This is an optimization exercise on Yosys and OpenROAD, whose aim is small area, not a production implementation. In this exercise RTL edits were held to simulation tests only and were not proved equivalent to the original. In runs 1 to 3 and 5 to 7 the design's own scripts or RTL, not TritonCTS, make the clock network. No driver is modelled on the clock port, so clock power and skew are understated where the tree is cut down; a real chip needs a root buffer or a tree. No activity file was given, so power comes from the tool's default toggle rates.

**flow/run.sh**
```bash
#!/bin/bash
# The standard layout with these changes: the logic mapped again for area after
# floorplan (post_floorplan.tcl), port buffers of the smallest buffer cell, the
# logic downsized before clock tree synthesis (pre_cts.tcl), and a clock tree of
# 12 balanced clkbuf_8 leaves under one clkbuf_4 root (post_cts.tcl). Each
# tool's output goes to its own log in this folder.
set -euo pipefail
export BUFFER_PORTS_ARGS="-buffer_cell sky130_fd_sc_hd__buf_1"
export CTS_ARGS="-sink_clustering_enable -repair_clock_nets -dont_use_dummy_load -buf_list sky130_fd_sc_hd__clkbuf_8"
export POST_FLOORPLAN_TCL="$PWD/flow/post_floorplan.tcl"
export PRE_CTS_TCL="$PWD/flow/pre_cts.tcl"
export POST_CTS_TCL="$PWD/flow/post_cts.tcl"
bash standard.sh synth > make_synth.log 2>&1
bash standard.sh finish > make_finish.log 2>&1
cp -r orfs/logs/* . 2>/dev/null || true
```
**flow/cts_manual.tcl**
```tcl
# Replace the clock tree with NLEAF leaf buffers of cell LEAF_CELL, fed straight from
# the clock port, each driving one cluster of the registers (k-means on their places).
proc manual_clock_tree { nleaf leaf_cell {root_cell ""} } {
  set block [ord::get_db_block]
  set db [ord::get_db]
  set clk [$block findNet clk]
  set master [$db findMaster $leaf_cell]
  # registers' clock pins, found through the existing tree
  set sinks {}
  set bufs {}
  set todo [list $clk]
  while {[llength $todo]} {
    set n [lindex $todo 0]; set todo [lrange $todo 1 end]
    foreach it [$n getITerms] {
      if {![$it isInputSignal]} { continue }
      set inst [$it getInst]
      set m [[$inst getMaster] getName]
      if {[string match "*clkbuf*" $m] || [string match "*clkinv*" $m] || [string match "*_buf_*" $m]} {
        lappend bufs $inst
        foreach o [$inst getITerms] { if {[$o isOutputSignal] && [$o getNet] != "NULL"} { lappend todo [$o getNet] } }
      } else {
        lappend sinks $it
      }
    }
  }
  puts "manual_clock_tree: [llength $sinks] sinks, removing [llength $bufs] buffers"
  # points
  set pts {}
  foreach it $sinks {
    set b [[$it getInst] getBBox]
    lappend pts [list [expr {([$b xMin]+[$b xMax])/2.0}] [expr {([$b yMin]+[$b yMax])/2.0}]]
  }
  # k-means, seeded along the sorted x+y order
  set n [llength $pts]
  set order [lsort -real -index 0 [lmap p $pts {list [expr {[lindex $p 0]+[lindex $p 1]}] $p}]]
  set cent {}
  for {set k 0} {$k < $nleaf} {incr k} {
    lappend cent [lindex $order [expr {int(($k+0.5)*$n/$nleaf)}] 1]
  }
  for {set iter 0} {$iter < 50} {incr iter} {
    set cap [expr {int(ceil(double($n)/$nleaf)) + 1}]
    set pairs {}
    set i 0
    foreach p $pts {
      for {set k 0} {$k < $nleaf} {incr k} {
        set c [lindex $cent $k]
        lappend pairs [list [expr {abs([lindex $p 0]-[lindex $c 0]) + abs([lindex $p 1]-[lindex $c 1])}] $i $k]
      }
      incr i
    }
    set pairs [lsort -real -index 0 $pairs]
    set asg [lrepeat $n -1]
    set fill [lrepeat $nleaf 0]
    foreach pr $pairs {
      lassign $pr d i k
      if {[lindex $asg $i] >= 0} { continue }
      if {[lindex $fill $k] >= $cap} { continue }
      lset asg $i $k
      lset fill $k [expr {[lindex $fill $k] + 1}]
    }
    set newc {}
    for {set k 0} {$k < $nleaf} {incr k} {
      set sx 0; set sy 0; set cnt 0
      foreach p $pts a $asg { if {$a == $k} { set sx [expr {$sx+[lindex $p 0]}]; set sy [expr {$sy+[lindex $p 1]}]; incr cnt } }
      if {$cnt > 0} { lappend newc [list [expr {$sx/$cnt}] [expr {$sy/$cnt}]] } else { lappend newc [lindex $cent $k] }
    }
    set cent $newc
  }
  # remove the old tree
  foreach inst $bufs {
    foreach o [$inst getITerms] {
      if {[$o isOutputSignal]} { set on [$o getNet]; $o disconnect; if {$on != "NULL"} { foreach it [$on getITerms] { $it disconnect }; odb::dbNet_destroy $on } }
    }
    odb::dbInst_destroy $inst
  }
  foreach it $sinks { if {[$it getNet] != "NULL"} { $it disconnect } }
  # a root buffer in the middle of the leaves when there are more than the port may feed
  set feed $clk
  if {$root_cell != ""} {
    set rinst [odb::dbInst_create $block [$db findMaster $root_cell] "cts_root"]
    set feed [odb::dbNet_create $block "clknet_root"]
    $feed setSigType CLOCK
    foreach it [$rinst getITerms] {
      set mt [[$it getMTerm] getName]
      if {$mt == "A"} { $it connect $clk }
      if {$mt == "X"} { $it connect $feed }
    }
    set sx 0; set sy 0
    foreach c $cent { set sx [expr {$sx+[lindex $c 0]}]; set sy [expr {$sy+[lindex $c 1]}] }
    $rinst setLocation [expr {int($sx/$nleaf)}] [expr {int($sy/$nleaf)}]
    $rinst setPlacementStatus PLACED
  }
  # new leaves
  for {set k 0} {$k < $nleaf} {incr k} {
    set inst [odb::dbInst_create $block $master "cts_leaf_$k"]
    set net [odb::dbNet_create $block "clknet_leaf_$k"]
    $net setSigType CLOCK
    foreach it [$inst getITerms] {
      set mt [[$it getMTerm] getName]
      if {$mt == "A"} { $it connect $feed }
      if {$mt == "X"} { $it connect $net }
    }
    set c [lindex $cent $k]
    $inst setLocation [expr {int([lindex $c 0])}] [expr {int([lindex $c 1])}]
    $inst setPlacementStatus PLACED
    set cnt 0
    foreach it $sinks a $asg { if {$a == $k} { $it connect $net; incr cnt } }
    puts "  leaf $k: $cnt sinks at $c"
  }
  global_connect
}
```
**flow/downsize.tcl**
```tcl
# Downsize every logic cell to the smallest drive strength of its function whose
# output slew stays low; synthesis sizes cells for speed the 20 ns clock does not need.
proc downsize_logic { max_slew } {
  set lib_prefix "sky130_fd_sc_hd__"
  set saved 0.0
  set n 0
  foreach inst [get_cells *] {
    set ref [get_property $inst ref_name]
    if {![regexp "^${lib_prefix}(.+)_(\[0-9\]+)\$" $ref -> func drive]} { continue }
    if {[regexp {^(df|edf|sdf|dl|clk|tap|fill|decap|conb|buf_1$)} $func]} { continue }
    if {$drive <= 1} { continue }
    set name [get_full_name $inst]
    set outs [get_pins -of_objects $inst -filter "direction == output"]
    set orig_area [get_property [get_lib_cells */$ref] area]
    foreach d {0 1 2 4 6 8} {
      if {$d >= $drive} { break }
      set cand [get_lib_cells -quiet */${lib_prefix}${func}_$d]
      if {$cand == ""} { continue }
      if {[get_property $cand dont_use]} { continue }
      replace_cell $inst $cand
      estimate_parasitics -placement
      set ok 1
      foreach o $outs { if {[get_property $o slew_max] > $max_slew} { set ok 0 } }
      if {$ok} {
        set saved [expr {$saved + $orig_area - [get_property $cand area]}]
        incr n
        break
      }
      replace_cell $inst [get_lib_cells */$ref]
    }
  }
  estimate_parasitics -placement
  puts "downsize_logic: $n cells downsized, [format %.1f $saved] um2 saved"
}
```
**flow/halfadd.tcl**
```tcl
# A half adder whose sum output drives nothing is an and gate: swap it for and2_1
# (and one whose carry drives nothing for xor2_1).
proc trim_half_adders { } {
  set block [ord::get_db_block]
  set db [ord::get_db]
  set n 0
  foreach inst [$block getInsts] {
    if {[[$inst getMaster] getName] != "sky130_fd_sc_hd__ha_1"} { continue }
    set nets {}
    foreach it [$inst getITerms] {
      set net [$it getNet]
      set loads 0
      if {$net != "NULL"} {
        foreach o [$net getITerms] { if {[$o isInputSignal]} { incr loads } }
        incr loads [llength [$net getBTerms]]
      }
      dict set nets [[$it getMTerm] getName] [list $net $loads]
    }
    lassign [dict get $nets SUM] snet sloads
    lassign [dict get $nets COUT] cnet cloads
    if {$sloads == 0} {
      set cell sky130_fd_sc_hd__and2_1; set out X; set onet $cnet
    } elseif {$cloads == 0} {
      set cell sky130_fd_sc_hd__xor2_1; set out X; set onet $snet
    } else { continue }
    set name [$inst getName]
    set loc [$inst getLocation]
    set anet [lindex [dict get $nets A] 0]
    set bnet [lindex [dict get $nets B] 0]
    foreach it [$inst getITerms] { $it disconnect }
    odb::dbInst_destroy $inst
    foreach netx [list $snet $cnet] {
      if {$netx != "NULL" && [llength [$netx getITerms]] == 0 && [llength [$netx getBTerms]] == 0} { odb::dbNet_destroy $netx }
    }
    set new [odb::dbInst_create $block [$db findMaster $cell] $name]
    foreach it [$new getITerms] {
      switch [[$it getMTerm] getName] {
        A { $it connect $anet }
        B { $it connect $bnet }
        X { $it connect $onet }
      }
    }
    $new setLocation [lindex $loc 0] [lindex $loc 1]
    $new setPlacementStatus PLACED
    incr n
  }
  global_connect
  puts "trim_half_adders: $n half adders replaced"
}
```
**flow/post_cts.tcl**
```tcl
# After clock tree synthesis: replace its tree (16 leaf buffers of about 12
# registers each) by 12 leaf clkbuf_8 buffers of about 16 registers each, fed by
# one clkbuf_4 root, then legalize (see cts_manual.tcl).
source [file join [file dirname [info script]] cts_manual.tcl]
manual_clock_tree 12 sky130_fd_sc_hd__clkbuf_8 sky130_fd_sc_hd__clkbuf_4
detailed_placement
check_placement -verbose
estimate_parasitics -placement
report_clock_skew
report_worst_slack -min
report_worst_slack -max
```
**flow/post_floorplan.tcl**
```tcl
# After floorplan, before placement and port buffering: map the logic again for
# area with OpenROAD's restructure (ABC). Registers are not touched.
set rmp_dir [file join $::env(OBJECTS_DIR) rmp]
file mkdir $rmp_dir
report_design_area
restructure -target area -slack_threshold 100 \
  -liberty_file [lindex $::env(LIB_FILES) 0] \
  -tielo_port "[lindex $::env(TIELO_CELL_AND_PORT) 0]/[lindex $::env(TIELO_CELL_AND_PORT) 1]" \
  -tiehi_port "[lindex $::env(TIEHI_CELL_AND_PORT) 0]/[lindex $::env(TIEHI_CELL_AND_PORT) 1]" \
  -work_dir $rmp_dir
report_design_area
# refuse a cell the platform marks don't-use
foreach inst [[ord::get_db_block] getInsts] {
  set m [[$inst getMaster] getName]
  foreach pat $::env(DONT_USE_CELLS) {
    if {[string match $pat $m]} { error "restructure used don't-use cell $m" }
  }
}
```
**flow/pre_cts.tcl**
```tcl
# Before clock tree synthesis: half adders with an unused output become plain
# gates (see halfadd.tcl), then the logic is downsized (see downsize.tcl).
source [file join [file dirname [info script]] halfadd.tcl]
source [file join [file dirname [info script]] downsize.tcl]
trim_half_adders
estimate_parasitics -placement
downsize_logic 0.4
```
**standard.sh**
```bash
#!/bin/bash
# synth_recipe.tcl (not shown) runs the flow's synth.tcl, then flattens the netlist and writes it again
# the make line also repeats each setting of config.mk as NAME=value (left out here)
make -C /OpenROAD-flow-scripts/flow DESIGN_CONFIG=/design/flow/config.mk WORK_HOME=/design/flow/orfs CLKGATE_MAP_FILE= SYNTH_SCRIPT=/design/flow/synth_recipe.tcl "${@:-finish}"
```
**config.mk**
```make
export PLATFORM = sky130hd
export DESIGN_NAME = relay_spi_ctrl
export DESIGN_NICKNAME = relay_spi_ctrl
export VERILOG_FILES = /design/flow/design.v
export SDC_FILE = /design/flow/constraint.sdc
export NUM_CORES = 4
export LEC_CHECK = 0
export ABC_AREA = 1
export CAP_MARGIN = 20
export CORE_MARGIN = 2
export CORE_UTILIZATION = 75
export PLACE_DENSITY = 0.88
export SLEW_MARGIN = 20
```
**constraint.sdc**
```tcl
create_clock -name core_clock -period 20.0 [get_ports {clk}]
set_input_delay 4.0000 -clock core_clock [delete_from_list [all_inputs] [get_ports {clk}]]
set_output_delay 4.0000 -clock core_clock [all_outputs]
set_load 0.01 [all_outputs]
```
**design.v**
```verilog
module relay_encoder (
    input  wire [3:0] op,
    input  wire       is_open,
    input  wire       board_given,
    input  wire [7:0] board_arg,
    input  wire       def_ok,       
    input  wire       def_big,      
    input  wire [7:0] relay,
    output wire [1:0] err           
);
    wire is_cmd    = !op[3];
    wire is_start  = (op == 4'd8);
    wire is_stop   = (op == 4'd9);
    wire refused   = is_cmd ? !is_open : !((is_start && !is_open) || (is_stop && is_open));
    wire use_arg   = board_given || (op[2:0] == 3'd7);
    wire cfg_err   = !use_arg && !def_ok && !def_big;
    wire board_big = use_arg ? (board_arg[7:3] != 5'd0) : (!def_ok && def_big);
    wire relay_cmd = (op[2:0] <= 3'd2);
    wire relay_bad = relay_cmd ? (relay[7:3] != 5'd0 || relay[2:0] == 3'd0) : (relay != 8'd0);
    wire addr_err  = board_big || relay_bad;
    assign err = refused           ? 2'd3 :
                 !is_cmd           ? 2'd0 :
                 cfg_err           ? 2'd1 :
                 addr_err          ? 2'd2 : 2'd0;
endmodule
module relay_spi_xfer (
    input  wire       clk,
    input  wire       rst,
    output reg  [4:0] p20,
    output reg  [2:0] p8,
    output wire       pend,       
    output wire       rend        
);
    assign pend = p20[4] && p20[1] && p20[0];    
    assign rend = pend && (&p8);
    always @(posedge clk) begin
        if (rst) begin
            p20 <= 5'd0;
            p8  <= 3'd0;
        end else if (pend) begin
            p20 <= 5'd0;
            p8  <= p8 + 1'b1;
        end else begin
            p20 <= p20 + 1'b1;
        end
    end
endmodule
module relay_spi_ctrl (
    input  wire         clk,
    input  wire         rst,           
    input  wire         tick,          
    input  wire         req_valid,
    output wire         req_ready,
    input  wire [3:0]   req_op,
    input  wire         req_board_given,
    input  wire [7:0]   req_board,
    input  wire [7:0]   req_relay,
    output wire         resp_valid,
    output wire [1:0]   resp_err,
    output wire [6:0]   resp_state,
    output wire [159:0] resp_id,
    output reg  [4:0]   resp_id_len,
    output wire         fs,
    output reg          fs_oe,
    output wire         spi_cs_n,
    output wire         spi_sclk,
    output wire         spi_mosi,
    input  wire         spi_miso
);
    localparam ST_IDLE = 3'b000, ST_SETTLE = 3'b001, ST_RESP_OK = 3'b010, ST_RESP_ERR = 3'b011,
               ST_WAIT = 3'b100, ST_XFER = 3'b101, ST_TAIL = 3'b110, ST_TICK = 3'b111;
    reg  [2:0]   st;
    reg          def_ok;
    reg  [2:0]   def_board;
    reg  [2:0]   cmd;           
    reg          board2;        
    reg  [4:0]   n;             
    reg          rxb;           
    reg          nz;            
    reg  [159:0] ring;
    wire [4:0]   p20;
    wire [2:0]   p8;
    wire         pend, rend;
    relay_spi_xfer u_time (
        .clk (clk),
        .rst (rst),
        .p20 (p20),
        .p8  (p8),
        .pend(pend),
        .rend(rend)
    );
    wire [1:0] err;
    relay_encoder u_enc (
        .op         (req_op),
        .is_open    (fs_oe),
        .board_given(req_board_given),
        .board_arg  (req_board),
        .def_ok     (def_ok),
        .def_big    (def_board[0]),
        .relay      (req_relay),
        .err        (err)
    );
    wire xfer     = (st == ST_XFER);
    wire tail     = (st == ST_TAIL);
    wire in_frame = (n[4:2] == 3'd0);         
    wire [2:0] board = (req_board_given || req_op[2:0] == 3'd7) ? req_board[2:0] : def_board;
    assign req_ready  = !st[2] && (st[1] || !st[0]);
    assign resp_valid = !st[2] && st[1];
    assign resp_err   = {2{st[0]}} & resp_id_len[1:0];
    assign fs         = st[2];
    assign spi_cs_n   = !(xfer || tail);
    assign spi_sclk   = xfer && p20[4];
    reg [7:0] opcode;
    always @(*) begin
        case (cmd)
            3'd0: opcode = 8'h10;
            3'd1: opcode = 8'h11;
            3'd2: opcode = 8'h12;
            3'd3: opcode = 8'h60;
            3'd4: opcode = 8'h61;
            3'd5: opcode = 8'h62;
            3'd6: opcode = 8'h14;
            default: opcode = 8'h01;
        endcase
    end
    reg [7:0] fbyte;
    always @(*) begin
        case (n[1:0])
            2'd0: fbyte = {5'b00011, board2, resp_id_len[4:3]};
            2'd1: fbyte = opcode;
            2'd2: fbyte = {5'b00000, resp_id_len[2:0]};
            default: fbyte = 8'h00;
        endcase
    end
    assign spi_mosi = in_frame && fbyte[~p8];
    wire done = (n[4] && n[3]) || (n[4:1] == 4'b0010 && (n[0] ? !cmd[0] : !(cmd[2] && cmd[1])));
    wire last_byte = (n[4:2] != 3'd0) || (n[1:0] == 2'd3);
    wire wr = (p20 == resp_id_len);
    always @(posedge clk)
        ring <= {ring[158:0], wr ? rxb : ring[159]};
    genvar s, j;
    generate
        for (s = 0; s < 20; s = s + 1) begin : g_slot
            for (j = 0; j < 8; j = j + 1) begin : g_bit
                assign resp_id[8*s + 7 - j] = ring[159 - ((20*(j+1) + s) % 160)];
            end
        end
    endgenerate
    assign resp_state = resp_id[6:0];
    always @(posedge clk) begin
        if (xfer && pend) begin
            rxb <= spi_miso;
            nz  <= (p8 == 3'd0) ? spi_miso : (nz || spi_miso);
        end
    end
    always @(posedge clk) begin
        if (req_ready && !fs_oe) begin
            def_ok    <= req_board_given && (req_board[7:3] == 5'd0);
            def_board <= {req_board[2:1], (req_board_given && req_board[7:3] == 5'd0) ? req_board[0] : req_board_given};
        end
    end
    always @(posedge clk) begin
        if (rst) begin
            st    <= ST_IDLE;
            fs_oe <= 1'b0;
        end else if (req_ready) begin
            st          <= ST_IDLE;
            cmd         <= req_op[2:0];
            n           <= 5'd0;
            board2      <= board[2];
            resp_id_len <= {board[1:0], req_relay[2], (err != 2'd0) ? err : req_relay[1:0]};
            if (req_valid) begin
                if (err != 2'd0) begin
                    st  <= ST_RESP_ERR;
                end else if (req_op == 4'd8) begin
                    fs_oe     <= 1'b1;
                    st        <= ST_SETTLE;
                end else if (req_op == 4'd9) begin
                    fs_oe <= 1'b0;
                    st    <= ST_RESP_OK;
                end else begin
                    st <= ST_WAIT;
                end
            end
        end else begin
            case (st)
                ST_SETTLE: if (tick) begin
                    n <= n + 1'b1;
                    if (n[3] && n[0]) st <= ST_RESP_OK;        
                end
                ST_WAIT: if (rend) st <= done ? ST_RESP_OK : ST_XFER;
                ST_XFER: if (rend) begin
                    n <= n + 1'b1;
                    if (last_byte) st <= ST_TAIL;
                end
                ST_TAIL: if (pend) begin
                    if (n == 5'd4)
                        resp_id_len <= 5'd0;
                    else if (nz)
                        resp_id_len <= resp_id_len + 1'b1;
                    st <= ST_TICK;
                end
                ST_TICK: if (tick) st <= ST_WAIT;
                default: st <= ST_IDLE;
            endcase
        end
    end
endmodule
```
==> results of run 1 <==
[worst max path at each step]
stage               startpoint        endpoint  slack, ns  depth (start not counted)
global placement     req_op[2]  resp_id_len[0]      14.11                          8
finish                    n[0]        spi_mosi      13.64                          8
detailed placement   req_op[2]  resp_id_len[0]      13.98                          8
floorplan                 n[1]        spi_mosi      14.66                         10
global route              n[0]        spi_mosi      13.45                          8
[worst max-delay path, cell delays in order (launching register included)]
cell and delay, ns:
edfxtp_1 0.44, clkinv_1 0.16, nor2_1 0.23, a41oi_1 0.15, o21a_1 0.19, o22a_1 0.18
o21a_1 0.20, nor3_1 0.12, buf_1 0.17
[final cells by class]
cell class              instances  area [sq um]
well taps                      96         120.1
multi-input cells             147         852.1
repair buffers                206         773.2
plain buffers                  13         172.7
flip-flops and latches        192          4044
inverters                      42         157.7
fillers                       292         749.5
[cells in the mapped netlist, types with 3 or more instances]
master      n  area share, %
a211oi_1    3           0.42
a21oi_1    18            1.7
buf_4       8            1.1
dfxtp_1   172             64
edfxtp_1   20             11
ha_1        9            2.1
inv_1      36            2.5
inv_2       5           0.35
nand2_1    62            4.3
nand3_1    25            2.3
nand4_1     4           0.47
nor2_1     38            2.7
nor2_2      4           0.47
o21ai_0    18            1.7
o22ai_1     3           0.35
xnor2_1     5           0.82
xor2_1      3           0.49
[routing by layer]
layer | vias to the layer above | wire (microns) | global-route usage, %
met1 | 1862 | 4857 | 38.93
met5 | - | 0 | 0
met4 | 0 | 746 | 19.42
met2 | 317 | 7639 | 66.30
met3 | 68 | 1304 | 8.582
li1 | 1756 | - | -
[registers in the layout, summed over array words and instances, names as in the netlist]
register	count
n	5
st	3
board2	1
u_time.p20	5
rxb	1
fs_oe	1
def_board	3
nz	1
def_ok	1
ring	160
resp_id_len	5
cmd	3
u_time.p8	3
[power by group through the flow]
| stage | clock [mW] | combinational, mW | sequential [mW] |
|---|---|---|---|
| after floorplan | 0 | 0.0494 | 0.429 |
| after global placement | 0 | 0.0633 | 0.427 |
| after detailed placement | 0 | 0.0679 | 0.429 |
| after global routing | 0.170 | 0.0791 | 0.422 |
| final | 0.159 | 0.0740 | 0.421 |
[cell families after synthesis]
kind of cell | Yosys count
adders and majority gates | 9
muxes | 1
xor gates and xnor gates | 8
AOI/OAI and AO/OA | 51
DFF | 192
buffers and inverters | 49
and+or+nand+nor | 142
[metrics by stage]
stage                     total power, mW  hold slack (ns)  setup slack (ns)
after floorplan                    0.4780           0.3817             14.66
after global placement             0.4904           0.3320             14.11
after detailed placement           0.4965           0.3337             13.98
after global routing               0.6710           0.3469             13.45
final                              0.6539           0.3410             13.64
==> reports/qor.yml, run 1 <==
status: "complete, no violations"
dr_total_vias: 4003
final_cells: 696
r2r_slack_ns: 16.69
synth_top_family_by_area: "simple AND/OR/NAND/NOR gates"
grt.total_usage_pct: 36.40
core_sq_mm: 0.006869
holdPathStages: 0
r2r-start: "st[0]"
crit_path_max_fanout: 5
wl_per_cell_microns: 20.90
holdPathEnd: "ring[27]"
fin_skew_ns: 0.01769
hold_viol: 0
drive_gt1_share_pct: 2.167
grt_overflow: 0
vias_per_cell: 5.751
power.internal_uw: 484.1
drv_cap: 0
p_switching_uw: 169.8
path_clk_slew_ns: 0.10
grt_pass1_vias: 4040
place_congestion: 0.9380
cp_data_required_time_ns: 16.00
min_period_over_period_pct: 31.81
synthFlopType: "dfxtp_1"
start_util_pct: 78.14
hpwlAfterDp_microns: 10240
drtAntennaViolNets: 0
routed_wl_microns: 14550
synth_cell_type_count: 33
ioPinCount: 207
row_count: 30
hold_class: "reg2reg"
dr.pass1.iters: 5
synth_fa_ha_area_share_pct: 2.098
clock_latency_ns: 0.54
numPortBuffers: 206
hold_start: "ring[26]"
pwr-share-clk_pct: 24.3
design_area_sq_mm: 0.006120
p_sw_share_pct: 25.96
final_max_slew_viol_count: 0
netlist_instances: 452
synth_compound_area_share_pct: 5.338
regToRegEndpoint: "resp_id_len[1]"
avgSynthCellArea_sq_um: 11.88
p_per_area_mw_per_mm2: 106.8
synth_warnings: 2
place_inst: 683
final_util_pct: 89.09
grt_start_max_net_pins: 18
tns_ns: 0
muxShareOfSynthArea_pct: 0.2098
yosys.area_share.xor_xnor_pct: 1.305
critical_path_class: "reg2out"
ir_worst_vdd_mv: 0.09108
synthesis.area_sq_mm: 0.005368
fin_crit_ns: 6.363
cts_sinks: 192
cp.arrival_ns: 2.36
areaGrowthSynthToFinish_pct: 14.01
synth_seq_cells: 192
drc_errors: 0
ys_async_sr_fraction_pct: 0
die_w_microns: 88.60
end_kind: "output pin"
die_area_sq_mm: 0.007850
start_kind: "flop"
grt_pass1_wl_microns: 21180
final_cell_mix: "206 x buf_1, 172 x dfxtp_1, 42 x clkinv_1"
antenna_found_initial: 0
fin_nets: 628
tightest_slew_ns: 0.8672
place_area_sq_mm: 0.005947
r2r_cells: 7
synth_fp_nets: 487
power_frac_comb_pct: 11.3
fmax_mhz: 157.2
slew_headroom_pct: 41.97
rsz0062_at_grt: "false"
report.final.setup_viol: 0
mostFrequentLayoutCell: "buf_1"
drt_iter0_drc: 316
synth_edf_count: 20
pwr-share-seq_pct: 64.4
seq_area_frac_synth_pct: 75.34
die_h_microns: 88.60
antennaDiodeCount: 0
synth_simple_gate_area_share_pct: 11.72
leakagePower_nw: 2.208
==> run 2: changes to the inputs <==
==> flow/post_floorplan.tcl (replaced) <==
# After floorplan, before placement and port buffering: map the logic again for
# area with OpenROAD's restructure (ABC). Registers are not touched.
set rmp_dir [file join $::env(OBJECTS_DIR) rmp]
file mkdir $rmp_dir
report_design_area
# two passes: the second still finds some area, a third does not
foreach pass {1 2} {
  restructure -target area -slack_threshold 100 \
    -liberty_file [lindex $::env(LIB_FILES) 0] \
    -tielo_port "[lindex $::env(TIELO_CELL_AND_PORT) 0]/[lindex $::env(TIELO_CELL_AND_PORT) 1]" \
    -tiehi_port "[lindex $::env(TIEHI_CELL_AND_PORT) 0]/[lindex $::env(TIEHI_CELL_AND_PORT) 1]" \
    -work_dir $rmp_dir
  report_design_area
}
# refuse a cell the platform marks don't-use
foreach inst [[ord::get_db_block] getInsts] {
  set m [[$inst getMaster] getName]
  foreach pat $::env(DONT_USE_CELLS) {
    if {[string match $pat $m]} { error "restructure used don't-use cell $m" }
  }
}
==> run 2 against run 1 <==
Still clean. Die area unchanged. Global-route usage grew 3.8 points. Flip-flop and latch count stayed put. Area after synthesis stayed put. Cell count is 0.29% lower. Fmax fell by 0.45%. Routed wire length rose by 7.6%. Worst setup slack lost 0.028 ns. Utilization down 0.55 points. Via count up 2.1%. Power rose by 0.35%. Largest power group unchanged.
==> reports/qor.yml, run 2 <==
critical_path_class: "reg2out"  # unchanged
status: "complete, no violations"  # unchanged
vias_per_cell: 5.889  # was 5.751
wl_per_cell_microns: 22.56  # was 20.90 microns
hpwlAfterDp_microns: 10130  # was 10,240 microns
numPortBuffers: 206  # unchanged
dr_total_vias: 4087  # was 4,003
grt.total_usage_pct: 40.18  # was 36.40%
antennaDiodeCount: 0  # unchanged
yosysMostFrequentCell: "dfxtp_1"  # unchanged
antenna_found_initial: 0  # unchanged
use_met3_pct: 11.29  # was 8.582%
final_cell_mix: "206 x buf_1, 172 x dfxtp_1, 37 x clkinv_1"  # was 206 x buf_1, 172 x dfxtp_1, 42 x clkinv_1
dp_slack_ns: 13.80  # was 13.98 ns
final_max_slew_viol_count: 0  # unchanged
slew_headroom_pct: 43.30  # was 41.97%
tightest_slew_ns: 0.8474  # was 0.8672 ns
cp.arrival_ns: 2.39  # was 2.36 ns
die_w_microns: 88.60  # unchanged
tns_ns: 0  # unchanged
grt_start_max_net_pins: 18  # unchanged
fin_skew_ns: 0.009375  # was 0.01769 ns
grt_pass1_wl_microns: 22930  # was 21,180 microns
busiest_layer: "met2"  # unchanged
drv_cap: 0  # unchanged
synthFlopType: "dfxtp_1"  # unchanged
fin_crit_ns: 6.391  # was 6.363 ns
dr.pass1.iters: 5  # unchanged
drive_gt1_share_pct: 2.174  # was 2.167%
seq_area_frac_synth_pct: 75.34  # unchanged
synth_top_area_cell: "dfxtp_1"  # unchanged
fin_nets: 626  # was 628
areaGrowthSynthToFinish_pct: 13.31  # was 14.01%
use_met2_pct: 72.39  # was 66.30%
avgSynthCellArea_sq_um: 11.88  # unchanged
netlist_instances: 452  # unchanged
grt_pass1_vias: 3998  # was 4,040
fmax_mhz: 156.5  # was 157.2 MHz
ioPinCount: 207  # unchanged
hold_class: "reg2reg"  # unchanged
end_kind: "output pin"  # unchanged
place_congestion: 0.9217  # was 0.9380
grt_overflow: 0  # unchanged
leakagePower_nw: 2.197  # was 2.208 nW
die_h_microns: 88.60  # unchanged
clock_latency_ns: 0.54  # about the same
top_register: "ring"  # unchanged
die_area_sq_mm: 0.007850  # unchanged
path_clk_slew_ns: 0.10  # about the same
largest_reg_flops: 160  # unchanged
min_period_over_period_pct: 31.96  # was 31.81%
cp_data_required_time_ns: 16.00  # about the same
synth_warnings: 2  # unchanged
hold_viol: 0  # unchanged
cts_sinks: 192  # unchanged
row_count: 30  # unchanged
synth_fp_nets: 487  # unchanged
crit_path_max_fanout: 6  # was 5
synth_common_cells: "172 x dfxtp_1, 62 x nand2_1, 38 x nor2_1"  # unchanged
mostFrequentLayoutCell: "buf_1"  # unchanged
p_per_area_mw_per_mm2: 107.9  # was 106.8 mW/mm^2
setup_ws_ns: 13.61  # was 13.64 ns
report.final.setup_viol: 0  # unchanged
ir_worst_vdd_mv: 0.07763  # was 0.09108 mV
ys_async_sr_fraction_pct: 0  # unchanged
routed_wl_microns: 15650  # was 14,550 microns
holdWs_ns: 0.3446  # was 0.3410 ns
drc_errors: 0  # unchanged
rsz0062_at_grt: "false"  # unchanged
start_kind: "flop"  # unchanged
drtAntennaViolNets: 0  # unchanged
drt_iter0_drc: 402  # was 316
synth_edf_count: 20  # unchanged
yosysTopAreaCellShare_pct: 64.15  # unchanged
synthTopCellsByArea: "dfxtp_1 64%, edfxtp_1 11%, nand2_1 4.3%"  # unchanged
groute.layer.met1.usage_pct: 43.22  # was 38.93%
synth_seq_cells: 192  # unchanged
start_util_pct: 78.14  # unchanged
core_sq_mm: 0.006869  # unchanged
synth_cell_type_count: 33  # unchanged
synthesis.area_sq_mm: 0.005368  # unchanged
[run 2: worst paths after layout]
check	cells past startpoint	from	slack [ns]	to
hold reg to reg	0	ring[137]	0.34	ring[138]
hold / removal	0	ring[137]	0.34	ring[138]
setup / recovery	8	n[0]	13.61	spi_mosi
setup reg to reg	7	st[0]	16.85	resp_id_len[2]
[run 2: critical path, cell delays in order (launching register included)]
cell	delay, ns
edfxtp_1	0.44
clkinv_1	0.18
nor2_1	0.22
o21ai_0	0.15
o22ai_1	0.20
o221ai_1	0.15
a21o_1	0.20
a21oi_1	0.13
buf_1	0.17
[run 2: cell type report]
class	instances	area [sq um]
plain buffers	13	172.7
well taps	96	120.1
inverters	37	138.9
fillers	294	787.0
flip-flops and latches	192	4044
multi-input cells	150	833.3
repair buffers	206	773.2
[run 2: cell families after synthesis]
logic type / after synthesis / share of synthesized area, %
multiplexers: 1 / 0.2098
AO/OA/AOI/OAI: 51 / 5.338
adder cells (fa/ha/maj): 9 / 2.098
AND/OR/NAND/NOR: 142 / 11.73
XOR/XNOR: 8 / 1.305
flip-flops: 192 / 75.34
buffers and inverters: 49 / 3.986
[run 2: routing by layer]
metal	share of wire, %	vias to the layer above
met5	0	-
met4	6.4	0
met3	9.9	90
li1	-	1753
met2	52	352
met1	32	1892
[run 2: power by group]
| part | switching [mW] | internal (mW) |
|---|---|---|
| sequential | 0.0145 | 0.406 |
| clock | 0.105 | 0.0553 |
| combinational | 0.0524 | 0.0221 |
| total | 0.172 | 0.484 |
[run 2: metrics by stage]
| stage | instance area (sq um) | power (mW) | std cells | util, % |
|---|---|---|---|---|
| after floorplan | 5368 | 0.4780 | 452 | - |
| after global placement | 5909 | 0.4904 | 681 | 86.03 |
| after detailed placement | 5909 | 0.4949 | 681 | 86.03 |
| after global routing | 6082 | 0.6736 | 694 | 88.54 |
| final | 6082 | 0.6561 | 694 | 88.54 |
==> run 3: changes to the inputs <==
--- a/flow/run.sh
+++ b/flow/run.sh
@@ -2,7 +2,7 @@
 # The standard layout with these changes: the logic mapped again for area after
 # floorplan (post_floorplan.tcl), port buffers of the smallest buffer cell, the
 # logic downsized before clock tree synthesis (pre_cts.tcl), and a clock tree of
-# 12 balanced clkbuf_8 leaves under one clkbuf_4 root (post_cts.tcl). Each
+# 11 balanced clkbuf_8 leaves under one clkbuf_4 root (post_cts.tcl). Each
 # tool's output goes to its own log in this folder.
 set -euo pipefail
 export BUFFER_PORTS_ARGS="-buffer_cell sky130_fd_sc_hd__buf_1"
==> flow/post_cts.tcl (replaced) <==
# After clock tree synthesis: replace its tree (16 leaf buffers of about 12
# registers each) by 11 leaf clkbuf_8 buffers of about 18 registers each, fed by
# one clkbuf_4 root, then legalize (see cts_manual.tcl).
source [file join [file dirname [info script]] cts_manual.tcl]
manual_clock_tree 11 sky130_fd_sc_hd__clkbuf_8 sky130_fd_sc_hd__clkbuf_4
detailed_placement
check_placement -verbose
estimate_parasitics -placement
report_clock_skew
report_worst_slack -min
report_worst_slack -max
==> run 3 against run 2 <==
Still clean. Design area fell by 0.23%. Flip-flop and latch count did not move. Register-to-register slack improved by 0.02 ns. Routed wire length rose by 0.68%. Combinational power barely moved. Worst hold slack improved by 0.0071 ns. Die area did not move. Clock skew rose by 0.0061 ns. Cell count fell by 0.14%. Sequential share of layout area rose by 0.15 points.
==> reports/qor.yml, run 3 <==
grt.total_usage_pct: 39.97  # was 40.18%
seq_area_frac_synth_pct: 75.34  # unchanged
synth_edf_count: 20  # unchanged
yosysMostFrequentCell: "dfxtp_1"  # unchanged
end_kind: "output pin"  # unchanged
row_count: 30  # unchanged
rsz0062_at_grt: "false"  # unchanged
p_sw_share_pct: 26.64  # was 26.27%
setup_ws_ns: 13.65  # was 13.61 ns
top_register: "ring"  # unchanged
ir_worst_vdd_mv: 0.08521  # was 0.07763 mV
dr.pass1.iters: 6  # was 5
final_cell_mix: "206 x buf_1, 172 x dfxtp_1, 37 x clkinv_1"  # unchanged
tns_ns: 0  # unchanged
wl_per_cell_microns: 22.74  # was 22.56 microns
regToRegEndpoint: "resp_id_len[0]"  # was resp_id_len[2]
hold_viol: 0  # unchanged
r2r-start: "st[0]"  # unchanged
grt_start_max_net_pins: 20  # was 18
critical_path_class: "reg2out"  # unchanged
dp_slack_ns: 13.80  # unchanged
status: "complete, no violations"  # unchanged
power_frac_comb_pct: 11.4  # about the same
synth_warnings: 2  # unchanged
crit_path_max_fanout: 6  # unchanged
hpwlAfterDp_microns: 10130  # unchanged
holdPathEnd: "ring[54]"  # was ring[138]
p_switching_uw: 174.2  # was 172.4 uW
path_buf_inv: 3  # was 2
crit_path_max_incr_delay_ns: 0.43  # was 0.44 ns
yosysTopAreaCellShare_pct: 64.15  # unchanged
dr_total_vias: 4113  # was 4,087
place_congestion: 0.9217  # unchanged
start_util_pct: 78.14  # unchanged
die_area_sq_mm: 0.007850  # unchanged
clock_latency_ns: 0.55  # was 0.54 ns
synthTopCellsByArea: "dfxtp_1 64%, edfxtp_1 11%, nand2_1 4.3%"  # unchanged
fin_crit_ns: 6.354  # was 6.391 ns
hold_start: "ring[53]"  # was ring[137]
path_clk_slew_ns: 0.11  # was 0.10 ns
ioPinCount: 207  # unchanged
synth_fp_nets: 487  # unchanged
vias_per_cell: 5.935  # was 5.889
avgSynthCellArea_sq_um: 11.88  # unchanged
leakagePower_nw: 2.190  # was 2.197 nW
report.final.setup_viol: 0  # unchanged
critPathTopFamily: "compound AO/OA/AOI/OAI gates"  # unchanged
cp.arrival_ns: 2.35  # was 2.39 ns
worstPathCellList: "clkinv_1, nor2_1, clkinv_1, a222oi_1, a21o_1, a21oi_1, buf_1"  # was clkinv_1, nor2_1, o21ai_0, o22ai_1, o221ai_1, a21o_1, a21oi_1, buf_1
start_kind: "flop"  # unchanged
cp_data_required_time_ns: 16.00  # about the same
synthFlopType: "dfxtp_1"  # unchanged
pwr-share-clk_pct: 24.2  # was 24.5%
power.internal_uw: 479.6  # was 483.8 uW
ys_async_sr_fraction_pct: 0  # unchanged
fin_skew_ns: 0.01543  # was 0.009375 ns
antennaDiodeCount: 0  # unchanged
antenna_found_initial: 0  # unchanged
fmax_mhz: 157.4  # was 156.5 MHz
synthesis.area_sq_mm: 0.005368  # unchanged
holdPathStages: 0  # unchanged
routed_wl_microns: 15760  # was 15,650 microns
r2r_slack_ns: 16.87  # was 16.85 ns
netlist_instances: 452  # unchanged
tightest_slew_ns: 0.8405  # was 0.8474 ns
cts_sinks: 192  # unchanged
final_max_slew_viol_count: 0  # unchanged
drc_errors: 0  # unchanged
grt_pass1_wl_microns: 22900  # was 22,930 microns
p_per_area_mw_per_mm2: 107.7  # was 107.9 mW/mm^2
final_util_pct: 88.34  # was 88.54%
fillers: 288  # was 294
min_period_over_period_pct: 31.77  # was 31.96%
crit_top_cell: "clkinv_1"
synth_top_area_cell: "dfxtp_1"  # unchanged
die_h_microns: 88.60  # unchanged
drive_gt1_share_pct: 2.010  # was 2.174%
grt_overflow: 0  # unchanged
hold_class: "reg2reg"  # unchanged
crit_slowest_cell: "edfxtp_1"  # unchanged
drt_iter0_drc: 373  # was 402
slew_headroom_pct: 43.76  # was 43.30%
die_w_microns: 88.60  # unchanged
pwr-share-seq_pct: 64.3  # was 64.1%
core_sq_mm: 0.006869  # unchanged
grt_pass1_vias: 4079  # was 3,998
fin_nets: 625  # was 626
mostFrequentLayoutCell: "buf_1"  # unchanged
areaGrowthSynthToFinish_pct: 13.05  # was 13.31%
holdWs_ns: 0.3517  # was 0.3446 ns
synth_seq_cells: 192  # unchanged
numPortBuffers: 206  # unchanged
synth_common_cells: "172 x dfxtp_1, 62 x nand2_1, 38 x nor2_1"  # unchanged
drv_cap: 0  # unchanged
r2r_cells: 7  # unchanged
largest_reg_flops: 160  # unchanged
synth_cell_type_count: 33  # unchanged
drtAntennaViolNets: 0  # unchanged
-- run 3: cell counts after synthesis --
Identical to the previous run, type by type.
-- run 3: cell type report --
type | instances | area, sq um | area share [%]
buffer | 12 | 158.9 | 2.619
inverter | 37 | 138.9 | 2.289
multi-input combinational | 150 | 833.3 | 13.73
sequential | 192 | 4044 | 66.64
tap | 96 | 120.1 | 1.979
timing repair buffer | 206 | 773.2 | 12.74
-- run 3: logic make-up after synthesis --
group / synth area share (%)
and+or+nand+nor: 11.73
buffers and inverters: 3.986
adders and majority gates: 2.098
muxes: 0.2098
AOI/OAI and AO/OA: 5.338
DFF: 75.34
xor gates and xnor gates: 1.305
-- run 3: worst max-delay path by stage --
stage / from / slack (ns) / depth (start not counted) / end
2_1_floorplan: n[1] / 14.66 / 10 / spi_mosi
3_3_place_gp: req_board[5] / 14.11 / 11 / st[0]
3_5_place_dp: req_op[1] / 13.80 / 9 / resp_id_len[1]
5_1_grt: n[0] / 13.47 / 8 / spi_mosi
6_report: n[0] / 13.65 / 7 / spi_mosi
-- run 3: power groups by stage --
stage / combinational (mW) / sequential (mW) / clock [mW]
floorplan: 0.0494 / 0.429 / 0
global placement: 0.0638 / 0.427 / 0
detailed placement: 0.0670 / 0.428 / 0
global route: 0.0795 / 0.422 / 0.167
finish: 0.0747 / 0.421 / 0.158
-- run 3: per-layer routing --
metal / global-route usage, % / wire (microns) / share of wire [%]
met5: 0 / 0 / 0
met4: 22.18 / 1097 / 7.0
met3: 11.66 / 1700 / 11
met2: 72.04 / 8069 / 51
met1: 41.55 / 4893 / 31
-- run 3: per-stage QoR --
step | cell area [sq um] | std cells | power [mW]
floorplan | 5368 | 452 | 0.4780
detailed placement | 5909 | 681 | 0.4949
finish | 6068 | 693 | 0.6538
global placement | 5909 | 681 | 0.4904
global route | 6068 | 693 | 0.6679
-- run 3: worst reg2reg max path, stage by stage (launching register included) --
cell	delay (ns)
dfxtp_1	0.33
clkinv_1	0.11
nor2_1	0.10
nor2_1	0.65
clkinv_1	0.44
o21ai_0	0.40
clkinv_1	0.28
a21oi_1	0.48
==> run 4: changes to the inputs <==
--- a/config.mk
+++ b/config.mk
@@ -8,6 +8,6 @@
 export ABC_AREA = 1
 export CAP_MARGIN = 20
 export CORE_MARGIN = 2
-export CORE_UTILIZATION = 75
-export PLACE_DENSITY = 0.88
+export CORE_UTILIZATION = 85
+export PLACE_DENSITY = 0.92
 export SLEW_MARGIN = 20
==> run 4 against run 3 <==
The run now fails in 3_5_place_dp. Area after synthesis stayed put. Synthesized cell count did not move.
==> reports/qor.yml, run 4 <==
start_util_pct: 89.08  # was 78.14%
lastStage: "3_5_place_dp"
numPortBuffers: 206  # unchanged
ioPinCount: 207  # unchanged
toolErrorMsg: "[ERROR DPL-0033] detailed placement checks failed during check placement."
synthTopCellsByArea: "dfxtp_1 64%, edfxtp_1 11%, nand2_1 4.3%"  # unchanged
yosysTopAreaCellShare_pct: 64.15  # unchanged
synthesis.area_sq_mm: 0.005368  # unchanged
die_w_microns: 83.47  # was 88.60 microns
ys_async_sr_fraction_pct: 0  # unchanged
synth_edf_count: 20  # unchanged
synth_warnings: 2  # unchanged
yosysMostFrequentCell: "dfxtp_1"  # unchanged
synth_common_cells: "172 x dfxtp_1, 62 x nand2_1, 38 x nor2_1"  # unchanged
seq_area_frac_synth_pct: 75.34  # unchanged
synth_top_area_cell: "dfxtp_1"  # unchanged
hpwlAfterDp_microns: 14820  # was 10,130 microns
status: "did not finish"  # was complete, no violations
synth_cell_type_count: 33  # unchanged
netlist_instances: 452  # unchanged
die_h_microns: 83.47  # was 88.60 microns
synthFlopType: "dfxtp_1"  # unchanged
row_count: 28  # was 30
synth_seq_cells: 192  # unchanged
avgSynthCellArea_sq_um: 11.88  # unchanged
synth_fp_nets: 487  # unchanged
place_congestion: 0.9699  # was 0.9217
run 4: cell counts after synthesis:
No cell type changed its count.
run 4: logic make-up after synthesis:
family	synth area share, %
AOI/OAI and AO/OA	5.338
adders and majority gates	2.098
buffers and inverters	3.986
xor gates and xnor gates	1.305
and+or+nand+nor	11.73
DFF	75.34
muxes	0.2098
run 4: worst max-delay path by stage:
stage                     from  endpoint  slack (ns)  cells after the start
floorplan                 n[1]  spi_mosi       14.66                     10
global placement  req_board[5]     st[0]       14.10                     11
run 4: stage by stage:
step | area, sq um | worst slack, ns | cells | power [mW]
global placement | 5883 | 14.10 | 660 | 0.4893
floorplan | 5368 | 14.66 | 452 | 0.4780
run 4: power by group through the flow:
stage | Clock [mW] | Combinational (mW) | Sequential, mW
global placement | 0 | 0.0638 | 0.426
floorplan | 0 | 0.0494 | 0.429
==> run 5: changes to the inputs <==
--- a/design.v
+++ b/design.v
@@ -194,7 +194,7 @@
                     if (last_byte) st <= ST_TAIL;
                 end
                 ST_TAIL: if (pend) begin
-                    if (n == 5'd4)
+                    if (n[4:3] == 2'd0 && n[1:0] == 2'd0)    
                         resp_id_len <= 5'd0;
                     else if (nz)
                         resp_id_len <= resp_id_len + 1'b1;
--- a/config.mk
+++ b/config.mk
@@ -8,6 +8,6 @@
 export ABC_AREA = 1
 export CAP_MARGIN = 20
 export CORE_MARGIN = 2
-export CORE_UTILIZATION = 85
-export PLACE_DENSITY = 0.92
+export CORE_UTILIZATION = 75
+export PLACE_DENSITY = 0.88
 export SLEW_MARGIN = 20
==> run 5 against run 4 <==
Now clean on timing, DRC and antenna. Area after synthesis stayed put. Synthesized cell count is 2.9% lower.
==> reports/qor.yml, run 5 <==
routed_wl_microns: 14230
grt_pass1_vias: 3815
status: "complete, no violations"  # was did not finish
crit_top_cell: "nor2_1"
drive_gt1_share_pct: 2.030
synth_edf_count: 20  # unchanged
dr_total_vias: 3929
synthFlopType: "dfxtp_1"  # unchanged
drt_iter0_drc: 598
seq_area_frac_synth_pct: 75.34  # unchanged
crit_path_max_incr_delay_ns: 0.60
fin_skew_ns: 0.01262
synth_warnings: 2  # unchanged
critical_path_class: "in2reg"
avgSynthCellArea_sq_um: 12.23  # was 11.88 sq um
die_h_microns: 88.60  # was 83.47 microns
hold_start: "ring[81]"
row_count: 30  # was 28
final_max_slew_viol_count: 0
mostFrequentLayoutCell: "buf_1"
yosysMostFrequentCell: "dfxtp_1"  # unchanged
areaGrowthSynthToFinish_pct: 12.80
holdPathStages: 0
dr.pass1.iters: 8
place_inst: 675
hold_class: "reg2reg"
end_kind: "flop"
grt_start_max_net_pins: 20
antenna_found_initial: 1
final_cell_mix: "206 x buf_1, 172 x dfxtp_1, 36 x clkinv_1"
fin_crit_ns: 6.595
grt_pass1_wl_microns: 19920
vias_per_cell: 5.711
r2r-start: "u_time.p20[1]"
synthesis.area_sq_mm: 0.005368  # unchanged
tightest_slew_ns: 0.8701
drc_errors: 0
path_clk_slew_ns: 0.11
netlist_instances: 439  # was 452
clock_latency_ns: 0.51
tns_ns: 0
ioPinCount: 207  # unchanged
synth_fp_nets: 474  # was 487
fin_nets: 619
worstPathCellList: "buf_1, a31oi_1, clkinv_1, a2111oi_0, o211ai_1, o211ai_1, nand2_1, nor2_1, nor2_1, o22ai_1, nor2_1"
crit_slowest_cell: "a2111oi_0"
regToRegEndpoint: "st[1]"
r2r_slack_ns: 16.94
wl_per_cell_microns: 20.69
drv_cap: 0
start_kind: "primary input"
start_util_pct: 78.14  # was 89.08%
cp.arrival_ns: 6.98
synthTopCellsByArea: "dfxtp_1 64%, edfxtp_1 11%, nand2_1 3.7%"  # was dfxtp_1 64%, edfxtp_1 11%, nand2_1 4.3%
leakagePower_nw: 2.163
synth_common_cells: "172 x dfxtp_1, 53 x nand2_1, 31 x inv_1"  # was 172 x dfxtp_1, 62 x nand2_1, 38 x nor2_1
place_congestion: 0.9655  # was 0.9699
synth_top_area_cell: "dfxtp_1"  # unchanged
final_util_pct: 88.14
drtAntennaViolNets: 0
multi_input_area_sq_um: 820.8
top_register: "ring"
grt_overflow: 0
fmax_mhz: 151.6
largest_reg_flops: 160
ys_async_sr_fraction_pct: 0  # unchanged
hpwlAfterDp_microns: 9840  # was 14,820 microns
die_area_sq_mm: 0.007850
min_period_over_period_pct: 32.98
critPathLaunch: "req_op[0]"
ir_worst_vdd_mv: 0.08102
crit_path_max_fanout: 6
core_sq_mm: 0.006869
fillers: 300
r2r_cells: 9
cts_sinks: 192
report.final.setup_viol: 0
holdWs_ns: 0.3430
grt.total_usage_pct: 34.13
hold_viol: 0
cp_data_required_time_ns: 20.39
p_per_area_mw_per_mm2: 107.3
numPortBuffers: 206  # unchanged
yosysTopAreaCellShare_pct: 64.15  # unchanged
slew_headroom_pct: 41.55
final_cells: 688
rsz0062_at_grt: "false"
die_w_microns: 88.60  # was 83.47 microns
synth_cell_type_count: 34  # was 33
holdPathEnd: "ring[82]"
seqCellArea_sq_mm: 0.004044
synth_seq_cells: 192  # unchanged
[run 5: cell types whose count changed after synthesis, moves of 4 or more]
cell / change
nand2_1: -9
nor2_1: -9
o21ai_0: -6
inv_1: -5
nand2_2: +4
nand4_1: +4
[run 5: worst max-delay path: cells and delay by family]
kind | cells | cell delay [ns]
AO/OA/AOI/OAI | 5 | 2.03
buffers and inverters | 2 | 0.47
AND/OR/NAND/NOR | 4 | 0.49
[run 5: how the worst max path moves through the flow]
stage | slack, ns | endpoint | depth (start not counted)
6_report | 13.40 | st[0] | 11
5_1_grt | 13.29 | st[0] | 11
3_5_place_dp | 13.46 | st[0] | 11
3_3_place_gp | 13.79 | st[0] | 11
2_1_floorplan | 14.63 | spi_mosi | 6
[run 5: report_power, final]
group / internal [mW] / total [mW] / switching [mW]
clock: 0.0513 / 0.155 / 0.104
sequential: 0.406 / 0.420 / 0.0139
combinational: 0.0233 / 0.0747 / 0.0514
[run 5: kinds of logic after synthesis]
kind of cell | count (synthesis) | synth area share (%)
adders and majority gates | 9 | 2.098
muxes | 2 | 0.4196
buffers and inverters | 45 | 3.683
xor gates and xnor gates | 10 | 1.632
AOI/OAI and AO/OA | 44 | 4.779
and+or+nand+nor | 137 | 12.05
DFF | 192 | 75.34
[run 5: layout make-up]
| class | count | share of cell area (%) |
|---|---|---|
| diodes | 1 | 0.04133 |
| plain buffers | 12 | 2.625 |
| multi-input cells | 145 | 13.56 |
| well taps | 96 | 1.984 |
| flip-flops and latches | 192 | 66.79 |
| repair buffers | 206 | 12.77 |
| inverters | 36 | 2.232 |
[run 5: metal layers]
metal	vias up	GRT usage (%)	part of all wire, %
met2	311	60.36	51
met1	1818	39.49	34
met4	0	15.43	5.0
met3	63	8.022	10
li1	1737	-	-
met5	-	0	0
[run 5: metrics by stage]
stage	total power, mW	instance area [sq um]	setup slack (ns)
after floorplan	0.4778	5368	14.63
after global placement	0.4926	5893	13.79
after detailed placement	0.4961	5893	13.46
after global routing	0.6692	6055	13.29
final	0.6499	6055	13.40
==> run 6: changes to the inputs <==
--- a/flow/run.sh
+++ b/flow/run.sh
@@ -2,7 +2,7 @@
 # The standard layout with these changes: the logic mapped again for area after
 # floorplan (post_floorplan.tcl), port buffers of the smallest buffer cell, the
 # logic downsized before clock tree synthesis (pre_cts.tcl), and a clock tree of
-# 11 balanced clkbuf_8 leaves under one clkbuf_4 root (post_cts.tcl). Each
+# 10 balanced clkbuf_8 leaves under one clkbuf_4 root (post_cts.tcl). Each
 # tool's output goes to its own log in this folder.
 set -euo pipefail
 export BUFFER_PORTS_ARGS="-buffer_cell sky130_fd_sc_hd__buf_1"
==> flow/post_cts.tcl (replaced) <==
# After clock tree synthesis: replace its tree (16 leaf buffers of about 12
# registers each) by 10 leaf clkbuf_8 buffers of about 19 registers each, fed by
# one clkbuf_4 root, then legalize (see cts_manual.tcl).
source [file join [file dirname [info script]] cts_manual.tcl]
manual_clock_tree 10 sky130_fd_sc_hd__clkbuf_8 sky130_fd_sc_hd__clkbuf_4
detailed_placement
check_placement -verbose
estimate_parasitics -placement
report_clock_skew
report_worst_slack -min
report_worst_slack -max
--- a/config.mk
+++ b/config.mk
@@ -9,5 +9,5 @@
 export CAP_MARGIN = 20
 export CORE_MARGIN = 2
 export CORE_UTILIZATION = 75
-export PLACE_DENSITY = 0.88
+export PLACE_DENSITY = 0.95
 export SLEW_MARGIN = 20
==> run 6 against run 5 <==
Global-route usage increased by 0.70 points. Clock skew increased by 0.014 ns. Die area unchanged. Register-to-register slack improved by 0.26 ns. Power decreased by 1.3%. Synthesized cell count unchanged. Design area decreased by 0.21%. Fmax increased by 2.1%. Worst setup slack improved by 0.14 ns. Utilization decreased by 0.18 points. Sequential share of layout area increased by 0.14 points. Critical path depth decreased by 2. Critical path type is now reg2out. Largest power group unchanged.
==> reports/qor.yml, run 6 <==
status: "complete, no violations"  # unchanged
synth_common_cells: "172 x dfxtp_1, 53 x nand2_1, 31 x inv_1"  # unchanged
fin_skew_ns: 0.02649  # was 0.01262 ns
final_max_slew_viol_count: 0  # unchanged
mostFrequentLayoutCell: "buf_1"  # unchanged
drc_errors: 0  # unchanged
top_layer: "met4"  # unchanged
seq_area_frac_synth_pct: 75.34  # unchanged
r2r-start: "u_time.p20[0]"  # was u_time.p20[1]
largest_reg_flops: 160  # unchanged
r2r_cells: 9  # unchanged
crit_path_max_fanout: 5  # was 6
slew_headroom_pct: 53.05  # was 41.55%
die_h_microns: 88.60  # unchanged
dr_total_vias: 3913  # was 3,929
fin_nets: 619  # unchanged
wl_met2_microns: 7551  # was 7196 microns
critical_path_class: "reg2out"  # was in2reg
place_congestion: 0.9351  # was 0.9655
cp_data_required_time_ns: 16.00  # was 20.39 ns
grt.total_usage_pct: 34.83  # was 34.13%
r2r_slack_ns: 17.20  # was 16.94 ns
drtAntennaViolNets: 0  # unchanged
fmax_mhz: 154.8  # was 151.6 MHz
drive_gt1_share_pct: 1.861  # was 2.030%
hpwlAfterDp_microns: 9772  # was 9840 microns
drt_iter0_drc: 262  # was 598
netlist_instances: 439  # unchanged
tightest_slew_ns: 0.7043  # was 0.8701 ns
top_register: "ring"  # unchanged
grt_overflow: 0  # unchanged
leakagePower_nw: 2.157  # was 2.163 nW
core_sq_mm: 0.006869  # unchanged
start_util_pct: 78.14  # unchanged
dp_slack_ns: 13.63  # was 13.46 ns
ys_async_sr_fraction_pct: 0  # unchanged
wl_met1_microns: 4695  # was 4887 microns
routed_wl_microns: 14050  # was 14,230 microns
synth_cell_type_count: 34  # unchanged
ioPinCount: 207  # unchanged
synthesis.area_sq_mm: 0.005368  # unchanged
p_per_area_mw_per_mm2: 106.1  # was 107.3 mW/mm^2
antennaDiodeCount: 0  # was 1
grt_pass1_vias: 3770  # was 3,815
cts_sinks: 192  # unchanged
synth_seq_cells: 192  # unchanged
setup_ws_ns: 13.54  # was 13.40 ns
synthTopCellsByArea: "dfxtp_1 64%, edfxtp_1 11%, nand2_1 3.7%"  # unchanged
die_area_sq_mm: 0.007850  # unchanged
regToRegEndpoint: "st[1]"  # unchanged
hold_viol: 0  # unchanged
wl_per_cell_microns: 20.44  # was 20.69 microns
crit_path_max_incr_delay_ns: 0.40  # was 0.60 ns
vias_per_cell: 5.696  # was 5.711
grt_start_max_net_pins: 22  # was 20
row_count: 30  # unchanged
fin_crit_ns: 6.460  # was 6.595 ns
final_util_pct: 87.96  # was 88.14%
synth_warnings: 2  # unchanged
path_clk_slew_ns: 0.12  # was 0.11 ns
report.final.setup_viol: 0  # unchanged
worstPathCellList: "clkinv_1, nor2_1, nand2_1, o221ai_1, o22ai_1, o31ai_1, a21oi_1, o2111a_1, buf_1"  # was buf_1, a31oi_1, clkinv_1, a2111oi_0, o211ai_1, o211ai_1, nand2_1, nor2_1, nor2_1, o22ai_1, nor2_1
antenna_found_initial: 0  # was 1
drv_cap: 0  # unchanged
final_cell_mix: "207 x buf_1, 172 x dfxtp_1, 36 x clkinv_1"  # was 206 x buf_1, 172 x dfxtp_1, 36 x clkinv_1
synth_fp_nets: 474  # unchanged
yosysMostFrequentCell: "dfxtp_1"  # unchanged
hold_start: "ring[1]"  # was ring[81]
cp.arrival_ns: 2.46  # was 6.98 ns
clock_latency_ns: 0.51  # about the same
holdPathStages: 0  # unchanged
met3_length_microns: 1273  # was 1437 microns
yosysTopAreaCellShare_pct: 64.15  # unchanged
p_total_uw: 641.3  # was 649.9 uW
synth_edf_count: 20  # unchanged
synth_top_area_cell: "dfxtp_1"  # unchanged
ir_worst_vdd_mv: 0.08691  # was 0.08102 mV
avgSynthCellArea_sq_um: 12.23  # unchanged
grt_pass1_wl_microns: 20070  # was 19,920 microns
holdPathEnd: "ring[2]"  # was ring[82]
start_kind: "flop"  # was primary input
rsz0062_at_grt: "false"  # unchanged
tns_ns: 0  # unchanged
dr.pass1.iters: 5  # was 8
synthFlopType: "dfxtp_1"  # unchanged
end_kind: "output pin"  # was flop
areaGrowthSynthToFinish_pct: 12.56  # was 12.80%
hold_class: "reg2reg"  # unchanged
numPortBuffers: 206  # unchanged
die_w_microns: 88.60  # unchanged
min_period_over_period_pct: 32.30  # was 32.98%
crit_slowest_cell: "edfxtp_1"  # was a2111oi_0
==> run 6: cell types whose count changed in the layout (fill, tap and decap cells not counted) <==
cell | before | now
buf_1 | 206 | 207
clkbuf_8 | 11 | 10
diode_2 | 1 | 0
==> run 6: per-layer routing <==
layer,vias up,GRT usage [%]
met1,1835,38.47
met5,-,0
met3,57,7.649
met4,0,11.98
li1,1733,-
met2,288,65.82
==> run 6: area by class of cell <==
class / instances / area, sq um
Buffer: 11 / 145.1
Sequential cell: 192 / 4044
Inverter: 36 / 135.1
Fill cell: 327 / 827.0
Timing Repair Buffer: 207 / 777.0
Multi-Input combinational cell: 145 / 820.8
Tap cell: 96 / 120.1
==> run 6: report_power, final <==
group	internal, mW	switching, mW	total, mW
logic	0.0233	0.0492	0.0725
registers	0.406	0.0145	0.421
clock network	0.0470	0.101	0.148
==> run 6: cells by family (layout without fill, tap and decap cells) <==
kind of cell,after synthesis,count (layout),synth area share (%)
AO/OA/AOI/OAI,44,73,4.779
XOR/XNOR,10,1,1.632
adder cells (fa/ha/maj),9,0,2.098
buffers and inverters,45,254,3.683
flip-flops,192,192,75.34
multiplexers,2,0,0.4196
AND/OR/NAND/NOR,137,71,12.05
==> run 6: how the worst max path moves through the flow <==
| stage | start | endpoint | slack [ns] |
|---|---|---|---|
| finish | cmd[2] | spi_mosi | 13.54 |
| global route | n[1] | spi_mosi | 13.15 |
| detailed placement | req_board[5] | st[0] | 13.63 |
| global placement | req_board[5] | st[0] | 13.80 |
| floorplan | n[0] | spi_mosi | 14.63 |
==> run 6: critical path: cells and delay by family (launching register included) <==
| kind | cells | cell delay [ns] |
|---|---|---|
| AOI/OAI and AO/OA | 5 | 0.90 |
| buffers and inverters | 2 | 0.28 |
| DFF | 1 | 0.40 |
| and+or+nand+nor | 2 | 0.37 |
==> run 6: through the flow <==
step                instances  hold WS (ns)  instance area (sq um)
floorplan                 439        0.3817                   5368
global placement          676        0.3308                   5901
detailed placement        676        0.3337                   5901
global route              687        0.3506                   6042
finish                    687        0.3461                   6042
==> run 7: changes to the inputs <==
--- a/design.v
+++ b/design.v
@@ -147,12 +147,20 @@
         end
     endgenerate
     assign resp_state = resp_id[6:0];
-    always @(posedge clk) begin
-        if (xfer && pend) begin
+    wire smp = xfer && pend;
+    always @(posedge clk) begin
+        if (smp)
             rxb <= spi_miso;
-            nz  <= (p8 == 3'd0) ? spi_miso : (nz || spi_miso);
-        end
-    end
+        nz <= (nz && !(smp && p8 == 3'd0)) || (smp && spi_miso);
+    end
+    wire n_inc = (st == ST_SETTLE && tick) || (xfer && rend);
+    always @(posedge clk)
+        n <= {5{!req_ready}} & (n + n_inc);
+    wire ftail   = tail && pend && (n[4:3] == 2'd0 && n[1:0] == 2'd0);    
+    wire len_inc = tail && pend && nz;
+    always @(posedge clk)
+        resp_id_len <= req_ready ? {board[1:0], req_relay[2], (err != 2'd0) ? err : req_relay[1:0]}
+                                 : {5{!ftail}} & (resp_id_len + len_inc);
     always @(posedge clk) begin
         if (req_ready && !fs_oe) begin
             def_ok    <= req_board_given && (req_board[7:3] == 5'd0);
@@ -166,9 +174,7 @@
         end else if (req_ready) begin
             st          <= ST_IDLE;
             cmd         <= req_op[2:0];
-            n           <= 5'd0;
             board2      <= board[2];
-            resp_id_len <= {board[1:0], req_relay[2], (err != 2'd0) ? err : req_relay[1:0]};
             if (req_valid) begin
                 if (err != 2'd0) begin
                     st  <= ST_RESP_ERR;
@@ -185,21 +191,13 @@
         end else begin
             case (st)
                 ST_SETTLE: if (tick) begin
-                    n <= n + 1'b1;
                     if (n[3] && n[0]) st <= ST_RESP_OK;        
                 end
                 ST_WAIT: if (rend) st <= done ? ST_RESP_OK : ST_XFER;
                 ST_XFER: if (rend) begin
-                    n <= n + 1'b1;
                     if (last_byte) st <= ST_TAIL;
                 end
-                ST_TAIL: if (pend) begin
-                    if (n[4:3] == 2'd0 && n[1:0] == 2'd0)    
-                        resp_id_len <= 5'd0;
-                    else if (nz)
-                        resp_id_len <= resp_id_len + 1'b1;
-                    st <= ST_TICK;
-                end
+                ST_TAIL: if (pend) st <= ST_TICK;
                 ST_TICK: if (tick) st <= ST_WAIT;
                 default: st <= ST_IDLE;
             endcase
==> run 7 against run 6 <==
Still clean. Fmax down 2.1%. Clock power about the same. Routed wire length down 6.9%. Die area down 1.6%. Critical path depth down 3. Power down 2.5%. Worst hold slack about the same.
==> reports/qor.yml, run 7 <==
power.internal_uw: 467.7  # was 476.6 uW
synthTopCellsByArea: "dfxtp_1 69%, edfxtp_1 5.1%, nand2_1 4.1%"  # was dfxtp_1 64%, edfxtp_1 11%, nand2_1 3.7%
hold_viol: 0  # unchanged
use_met2_pct: 62.40  # was 65.82%
design_area_sq_mm: 0.005984  # was 0.006042 sq mm
drt_iter0_drc: 316  # was 262
netlist_instances: 461  # was 439
numPortBuffers: 206  # unchanged
holdWs_ns: 0.3466  # was 0.3461 ns
antennaDiodeCount: 0  # unchanged
yosysMostFrequentCell: "dfxtp_1"  # unchanged
avgSynthCellArea_sq_um: 11.45  # was 12.23 sq um
use_met3_pct: 6.786  # was 7.649%
slew_headroom_pct: 51.89  # was 53.05%
critical_path_class: "reg2out"  # unchanged
cp.arrival_ns: 2.60  # was 2.46 ns
rsz0062_at_grt: "false"  # unchanged
synth_common_cells: "183 x dfxtp_1, 57 x nand2_1, 45 x inv_1"  # was 172 x dfxtp_1, 53 x nand2_1, 31 x inv_1
grt_overflow: 0  # unchanged
synth_edf_count: 9  # was 20
mostFrequentLayoutCell: "buf_1"  # unchanged
synth_cell_type_count: 32  # was 34
groute.layer.met1.usage_pct: 34.39  # was 38.47%
p_sw_share_pct: 25.22  # was 25.69%
tns_ns: 0  # unchanged
cp_data_required_time_ns: 16.00  # about the same
grt_pass1_wl_microns: 18770  # was 20,070 microns
place_area_sq_mm: 0.005847  # was 0.005901 sq mm
dr_total_vias: 3797  # was 3,913
core_sq_mm: 0.006794  # was 0.006869 sq mm
drtAntennaViolNets: 0  # unchanged
die_h_microns: 87.89  # was 88.60 microns
ys_async_sr_fraction_pct: 0  # unchanged
hpwlAfterDp_microns: 9948  # was 9772 microns
drive_gt1_share_pct: 1.839  # was 1.861%
areaGrowthSynthToFinish_pct: 13.39  # was 12.56%
drv_cap: 0  # unchanged
final_cell_mix: "208 x buf_1, 183 x dfxtp_1, 35 x clkinv_1"  # was 207 x buf_1, 172 x dfxtp_1, 36 x clkinv_1
seq_area_frac_synth_pct: 74.54  # was 75.34%
dp_slack_ns: 13.85  # was 13.63 ns
row_count: 30  # unchanged
start_kind: "flop"  # unchanged
p_total_uw: 625.4  # was 641.3 uW
grt.total_usage_pct: 32.19  # was 34.83%
cts_sinks: 192  # unchanged
end_kind: "output pin"  # unchanged
tightest_slew_ns: 0.7126  # was 0.7043 ns
synth_seq_cells: 192  # unchanged
synth_fp_nets: 495  # was 474
final_max_slew_viol_count: 0  # unchanged
fmax_mhz: 151.5  # was 154.8 MHz
synthesis.area_sq_mm: 0.005278  # was 0.005368 sq mm
grt_start_max_net_pins: 22  # unchanged
wl_per_cell_microns: 18.84  # was 20.44 microns
place_inst: 683  # was 676
report.final.setup_viol: 0  # unchanged
synth_top_area_cell: "dfxtp_1"  # unchanged
status: "complete, no violations"  # unchanged
ioPinCount: 207  # unchanged
die_area_sq_mm: 0.007724  # was 0.007850 sq mm
grt_pass1_vias: 3627  # was 3,770
fin_crit_ns: 6.599  # was 6.460 ns
fin_nets: 626  # was 619
vias_per_cell: 5.471  # was 5.696
final_util_pct: 88.08  # was 87.96%
hold_class: "reg2reg"  # unchanged
pwr-share-clk_pct: 23.7  # was 23.1%
die_w_microns: 87.89  # was 88.60 microns
setup_ws_ns: 13.40  # was 13.54 ns
place_congestion: 0.9827  # was 0.9351
start_util_pct: 77.68  # was 78.14%
final_cells: 694  # was 687
top_register: "ring"  # unchanged
p_switching_uw: 157.7  # was 164.7 uW
dr.pass1.iters: 5  # unchanged
largest_reg_flops: 160  # unchanged
synthFlopType: "dfxtp_1"  # unchanged
antenna_found_initial: 0  # unchanged
fin_skew_ns: 0.01939  # was 0.02649 ns
clock_latency_ns: 0.50  # was 0.51 ns
ir_worst_vdd_mv: 0.09126  # was 0.08691 mV
routed_wl_microns: 13080  # was 14,050 microns
power_frac_comb_pct: 10.0  # was 11.3%
leakagePower_nw: 2.161  # was 2.157 nW
busiest_layer: "met2"  # unchanged
synth_warnings: 2  # unchanged
yosysTopAreaCellShare_pct: 69.42  # was 64.15%
pwr-share-seq_pct: 66.3  # was 65.6%
drc_errors: 0  # unchanged
min_period_over_period_pct: 32.99  # was 32.30%
crit_path_max_fanout: 13  # was 5
path_clk_slew_ns: 0.12  # about the same
p_per_area_mw_per_mm2: 104.5  # was 106.1 mW/mm^2
-- run 7: cell types whose count changed in the layout (fill, tap and decap cells not counted), moves of 3 or more --
cell      previous run  this run
a31oi_1              8         5
nor2_1              34        28
o22ai_1             15         9
o21ai_0              8        16
nand2_1             14        17
o32a_1               0         3
dfxtp_1            172       183
edfxtp_1            20         9
-- run 7: power by group through the flow --
stage | logic [mW] | registers, mW | clock network (mW)
6_report | 0.0625 | 0.415 | 0.148
5_1_grt | 0.0687 | 0.416 | 0.162
3_5_place_dp | 0.0611 | 0.422 | 0
3_3_place_gp | 0.0580 | 0.421 | 0
2_1_floorplan | 0.0388 | 0.414 | 0
-- run 7: path summary, 6_finish.rpt --
kind,slack [ns],to,startpoint,cells past startpoint
worst max-delay path,13.40,spi_mosi,n[0],6
worst min-delay path,0.35,ring[48],ring[47],0
worst max register to register,17.07,n[4],u_time.p20[0],10
worst min register to register,0.35,ring[48],ring[47],0
-- run 7: kinds of logic after synthesis --
| kind of cell | after synthesis | synth area share [%] |
|---|---|---|
| fa+ha+maj | 8 | 1.897 |
| compound gates | 47 | 4.955 |
| xor+xnor | 7 | 1.162 |
| flops | 192 | 74.54 |
| simple gates | 148 | 12.57 |
| buf+inv | 59 | 4.884 |
-- run 7: routing by layer --
| metal | wire length, microns | vias to the layer above |
|---|---|---|
| li1 | - | 1748 |
| met1 | 4489 | 1737 |
| met2 | 6960 | 268 |
| met3 | 1234 | 44 |
| met4 | 393 | 0 |
| met5 | 0 | - |
-- run 7: cell type report --
| cell class | instances | area (sq um) |
|---|---|---|
| inverter | 35 | 131.4 |
| tap | 96 | 120.1 |
| multi-input combinational | 152 | 873.3 |
| fill | 296 | 809.5 |
| timing repair buffer | 208 | 780.7 |
| sequential | 192 | 3934 |
| buffer | 11 | 145.1 |
-- run 7: worst max-delay path, stage by stage (launching register included) --
cell      delay (ns)
dfxtp_1         0.38
clkinv_1        0.30
nor4_1          0.48
o221ai_1        0.22
o32ai_1         0.34
o221a_1         0.23
buf_1           0.15
